This design comes from an exercise in tuning for small area, a short achievable clock period and few clock cycles on the open sky130 flow, not from production work.
The RTL was checked by simulation tests, not by an equivalence proof against the original design.

// cellular_automaton_engine
module cellular_automaton_engine (
    input  wire        clk,
    input  wire        rst,         
    input  wire        req_valid,
    output wire        req_ready,
    input  wire [63:0] req_data,
    output wire        rsp_valid,
    input  wire        rsp_ready,
    output wire [63:0] rsp_data
);
export LEC_CHECK = 0
export CAP_MARGIN = 20
export CORE_MARGIN = 2
export CORE_UTILIZATION = 50
export PLACE_DENSITY = 0.6
export SLEW_MARGIN = 20
export SYNTH_HIERARCHICAL = 1
export SYNTH_MINIMUM_KEEP_SIZE = 0
create_clock -name core_clock -period 14.0 [get_ports {clk}]
standard.sh (not shown) runs the stock make flow with config.mk's settings and CLKGATE_MAP_FILE= SYNTH_SCRIPT=/design/flow/synth_recipe.tcl, a recipe that flattens the netlist after the stock synthesis.
==> flow/flow/run.sh <==
#!/bin/bash
# The standard ORFS layout (standard.sh: standard synthesis, floorplan,
# placement, CTS, routing, finish), with the setup repair asked to keep a
# larger margin under the design's clock period so that it works on the
# design's real critical paths. The SDC, clock period and I/O delays are
# the standard flow's, unchanged. make's full output goes to flow_make.log here; ORFS's
# per-step logs stay under orfs/logs/.
set -euo pipefail
cd "$(dirname "$0")/.."
bash standard.sh SETUP_SLACK_MARGIN=10 TNS_END_PERCENT=100 finish > flow_make.log 2>&1
Testbench counts at the start, summed over its fixed seeds: cycles 2,882.
Then changed:
--- a/flow/design.v
+++ b/flow/design.v
@@ -3633,51 +3633,37 @@
         s_t1 = step1;
         s_sh = sh_lo | pcg_sh | st_read;
         s_en = (gen_one & rsp_free) | (gen_lo & (~g_l4 | rsp_free)) | (state == S_CATCH) |
                step4 | step1 | sh_lo | sh_two | pcg_sh | (st_read & rsp_free);
         s_in = sh_lo ? lo : pcg_sh ? pcg_out : s[0];
     end
-    wire [15:0] q1_hold, q2_hold, q3_hold;
-    holdmux #(.W(16)) u_q1 (.en(pcnt >= 4'd1), .d(q1_next), .q(q1), .y(q1_hold));
-    holdmux #(.W(16)) u_q2 (.en(pcnt >= 4'd2), .d(q2_next), .q(q2), .y(q2_hold));
-    holdmux #(.W(16)) u_q3 (.en(pcnt >= 4'd3), .d(q3_next), .q(q3), .y(q3_hold));
     always @(posedge clk) begin
         q1d1 <= q1[15:11];
         q1d2 <= q1d1;
         q2d  <= q2;
         if (state == S_SEEDU && req_valid) begin
             q0 <= req_data[15:0];
             q1 <= req_data[31:16];
             q2 <= req_data[47:32];
             q3 <= req_data[63:48];
         end else begin
             q0 <= q0_next;
-            q1 <= q1_hold;
-            q2 <= q2_hold;
-            q3 <= q3_hold;
+            if (pcnt >= 4'd1) q1 <= q1_next;
+            if (pcnt >= 4'd2) q2 <= q2_next;
+            if (pcnt >= 4'd3) q3 <= q3_next;
         end
     end
-    reg [32*N-1:0] s_d;
-    wire [32*N-1:0] s_q, s_nx;
-    integer i, si;
-    always @* begin
-        for (si = 0; si < N; si = si + 1)
-            s_d[32*si +: 32] = sh_two ? ((si == N - 1) ? rem : (si == N - 2) ? lo : s[(si + 2) % N]) :
-                               s_sh ? ((si == N - 1) ? s_in : s[(si + 1) % N]) :
-                               s_t1 ? pack(c1, si) : pack(c4, si);
-    end
-    genvar gq;
-    generate
-        for (gq = 0; gq < N; gq = gq + 1) begin : g_sq
-            assign s_q[32*gq +: 32] = s[gq];
+    integer i;
+    always @(posedge clk) begin
+        for (i = 0; i < N; i = i + 1) begin
+            if (s_en)
+                s[i] <= sh_two ? ((i == N - 1) ? rem : (i == N - 2) ? lo : s[(i + 2) % N]) :
+                        s_sh ? ((i == N - 1) ? s_in : s[(i + 1) % N]) :
+                        s_t1 ? pack(c1, i) : pack(c4, i);
         end
-    endgenerate
-    holdmux #(.W(32*N)) u_s (.en(s_en), .d(s_d), .q(s_q), .y(s_nx));
-    always @(posedge clk)
-        for (i = 0; i < N; i = i + 1)
-            s[i] <= s_nx[32*i +: 32];
+    end
     function [63:0] hdr(input [7:0] status, input [7:0] opc, input [31:0] info);
         hdr = {info, 16'd0, opc, status};
     endfunction
     wire        h_ok_cmd = (h_opc == OP_READ_STATE) | (h_opc == OP_NEXT_U32) | (h_opc == OP_NEXT_U64) |
                            (h_opc == OP_FILL_BYTES) | (h_opc == OP_STEP);
     wire [7:0]  h_status = (h_opc == OP_LOAD_STATE) ? ST_INVALID_LENGTH :
The new run went through all stages and came out clean.
Via count shrinks by about 3%.
Final area shrinks by about 1.8%.
Global-route usage shrinks by 0.34 points.
Count of clock-buffer cells in the layout shrinks by 5.
First-iteration DRC count grows by about 19%.
Non-clock buffer count grows by 99.
Die area shrinks by 3.7%.
Routed wire length shrinks by 4.5%.
Testbench counts after the change, summed over its fixed seeds: cycles 2,882.

## separate check: timing with driven ports
The results above use ideal ports. As a check the final layouts listed here were re-extracted and re-timed, cells and wires unchanged. Step 1 sets driving cells, clkbuf_16 on the clock port and buf_2 on the other inputs (assumed; they add their load-dependent delay and slew). Step 2 adds t to the input delays and takes it off the output delays; t is the mean of the earliest and latest rising clock arrival at the registers after step 1. Input paths then give back, and output paths get back, about the clock's delay inside the block. a / b / c = ideal ports / drivers / drivers and shift; a / b = the first two.
run	t, ns	setup slack, ns	worst setup path at the end	cell pins on the clock port's net
the first run	0.805	9.704 / 9.704 / 9.183	input to register	1
the second run	0.819	9.683 / 9.683 / 9.057	input to register	1
After both steps setup and hold are still met in every run listed. For the second run, which loses most, drivers alone change the setup slack by 0.000 ns; drivers and shift together by -0.626 ns.
